Context: an optimization exercise on an open-source flow, tuned for small area, a short achievable clock period and few clock cycles. The choices shown serve that exercise and are no tape-out recipe.

==> job 9148 <==
==> flow/design.v (excerpt) <==
module icf_synth (
    input  wire        clk,
    input  wire        rst,
    input  wire        cmd_valid,
    output wire        cmd_ready,
    input  wire [1:0]  cmd_op,      
    input  wire [1:0]  cmd_ch,
    input  wire [2:0]  cmd_reg,
    input  wire [31:0] cmd_data,
    output reg         out_valid,
    output reg  [1:0]  out_ch,
    output reg  [15:0] out_val
);
Settings: LEC_CHECK=0, CAP_MARGIN=20, CORE_MARGIN=2, CORE_UTILIZATION=65, CTS_BUF_LIST=sky130_fd_sc_hd__clkbuf_4 sky130_fd_sc_hd__clkbuf_8, SLEW_MARGIN=20, SYNTH_MEMORY_MAX_BITS=16384; clock period 30.0 ns.
standard.sh (not shown) runs the stock make flow with config.mk's settings and CLKGATE_MAP_FILE= SYNTH_SCRIPT=/design/flow/synth_recipe.tcl, a recipe that flattens the netlist after the stock synthesis.
==> flow/flow/run.sh <==
#!/bin/bash
# The standard layout (standard synthesis unchanged), with ORFS's timing repair
# aimed at a slack of 23 ns, that is at paths of at most 7 ns within the 30 ns clock,
# and clock tree synthesis without dummy loads. The clock, the constraints and every
# other step are the standard ones.
set -euo pipefail
bash standard.sh synth > synth.log 2>&1
bash standard.sh finish SETUP_SLACK_MARGIN=23 \
  "CTS_ARGS=-sink_clustering_enable -repair_clock_nets -dont_use_dummy_load -buf_list {sky130_fd_sc_hd__clkbuf_4 sky130_fd_sc_hd__clkbuf_8}" \
  > layout.log 2>&1
==> inputs of job 2329, as changes to job 9148 <==
--- a/flow/config.mk
+++ b/flow/config.mk
@@ -3,10 +3,11 @@
 export DESIGN_NICKNAME = icf_synth
 export VERILOG_FILES = /design/flow/design.v
 export SDC_FILE = /design/flow/constraint.sdc
 export NUM_CORES = 4
 export LEC_CHECK = 0
+export ABC_AREA = 1
 export CAP_MARGIN = 20
 export CORE_MARGIN = 2
 export CORE_UTILIZATION = 65
 export CTS_BUF_LIST = sky130_fd_sc_hd__clkbuf_4 sky130_fd_sc_hd__clkbuf_8
 export SLEW_MARGIN = 20
==> inputs of job 5235, as changes to job 9148 <==
--- a/flow/design.v
+++ b/flow/design.v
@@ -627,31 +627,31 @@
     wire       ok_w3  = !hold_n && k_off;
     wire       ok_w4  = !hold_n && k_omx;
     function cmd_ok;
         input [1:0] op;
         input [2:0] rg;
-        input [1:0] ch;
+        input [1:0] d;
         begin
             case (op)
                 OP_TICK, OP_START: cmd_ok = ok_t;
                 OP_WRITE:
                     case (rg)
-                        3'd0: cmd_ok = ok_w0 && ch == h_n;
-                        3'd1: cmd_ok = ok_w1 && ch == t_inc;
-                        3'd2: cmd_ok = ok_w2 && ch == t_amp;
-                        3'd3: cmd_ok = ok_w3 && ch == t_off;
-                        3'd4: cmd_ok = ok_w4 && ch == h_n;
-                        3'd5: cmd_ok = ok_w0 && ch == h_n;
+                        3'd0: cmd_ok = ok_w0 && d == 2'd0;
+                        3'd1: cmd_ok = ok_w1 && d == 2'd3;
+                        3'd2: cmd_ok = ok_w2 && d == 2'd2;
+                        3'd3: cmd_ok = ok_w3 && d == 2'd1;
+                        3'd4: cmd_ok = ok_w4 && d == 2'd0;
+                        3'd5: cmd_ok = ok_w0 && d == 2'd0;
                         default: cmd_ok = 1'b1;
                     endcase
                 default: cmd_ok = 1'b1;
             endcase
         end
     endfunction
     wire c_v   = rdy ? cmd_valid : (cq_v && !iss);
-    wire iss_n = rdy ? (cmd_valid && cmd_ok(cmd_op, cmd_reg, cmd_ch))
-                     : (cq_v && !iss && cmd_ok(cq_op, cq_reg, cq_ch));
+    wire iss_n = rdy ? (cmd_valid && cmd_ok(cmd_op, cmd_reg, cmd_ch - h_n))
+                     : (cq_v && !iss && cmd_ok(cq_op, cq_reg, cq_ch - h_n));
     always @(posedge clk) begin
         h <= rst ? 2'd0 : h + 2'd1;
         md0 <= md1; md1 <= md2; md2 <= md3;
         md3 <= we_mode ? wd[1:0] : md0;
         in0 <= in1; in1 <= in2; in3 <= in0;
==> flow/run.sh (new file) <==
#!/bin/bash
# synth_recipe.tcl (not shown) runs the flow's synth.tcl, then flattens the netlist and writes it again
# the make line also repeats each setting of config.mk as NAME=value (left out here)
make -C /OpenROAD-flow-scripts/flow DESIGN_CONFIG=/design/flow/config.mk WORK_HOME=/design/flow/orfs CLKGATE_MAP_FILE= SYNTH_SCRIPT=/design/flow/synth_recipe.tcl finish
==> flow/config.mk (replaced) <==
export PLATFORM = sky130hd
export DESIGN_NAME = icf_synth
export DESIGN_NICKNAME = icf_synth
export VERILOG_FILES = /design/flow/design.v
export SDC_FILE = /design/flow/constraint.sdc
export NUM_CORES = 4
export LEC_CHECK = 0
export CAP_MARGIN = 20
export CORE_MARGIN = 2
export CORE_UTILIZATION = 40
export SLEW_MARGIN = 20
export SYNTH_MEMORY_MAX_BITS = 16384
removed: flow/flow/run.sh
removed: flow/standard.sh
==> results.txt <==
Area after synthesis: job 9148 is larger than job 5235 (1.1%).
Between job 5235 and job 9148, the lower synthesized cell count is in job 5235 (gap 3.1%, measured against job 9148).
In job 2329 the setup slack is lower than in job 9148, by 0.056 ns.
Cell area, lowest first: job 2329, job 9148, job 5235.
The highest register-to-register slack belongs to job 9148, the lowest to job 5235.
Of job 5235 and job 2329, job 5235 has the higher non-clock buffer count (gap 4).
Sequential cell count is the same in job 2329 and job 5235.
Against job 5235, the clock-buffer cell count of job 9148 is higher by 11.
First-iteration DRC count: job 2329 is higher than job 5235 (about 40%).
No functional check of the RTL was part of any run of this note.

## what the ideal ports hide
The flow's constraints put no driver on any port. The routed layouts listed below were extracted and timed again, unchanged, in two steps.
Step 1 sets driving cells, clkbuf_16 on the clock port and buf_2 on the other inputs (assumed; they add their load-dependent delay and slew).
Step 2 times the ports against the registers' clock, not the clock port: input delays grow and output delays shrink by t, the midpoint of the rising clock arrivals with the driver on.
Slacks: no drivers / after step 1 / after step 2; pairs: no drivers / after step 1.
| run | shift t [ns] | slack for setup (ns) | worst setup path at the end | cell pins on the clock port's net |
|---|---|---|---|---|
| job 9148 | 0.732 | 22.838 / 22.775 / 22.283 | input to register | 1 |
| job 2329 | 0.744 | 22.782 / 22.724 / 22.401 | input to register | 1 |
| job 5235 | 0.685 | 22.248 / 22.293 / 21.608 | input to register | 1 |
After both steps every run listed still meets setup and hold. For job 5235, which loses most, drivers alone change the setup slack by +0.045 ns; drivers and shift together by -0.640 ns.
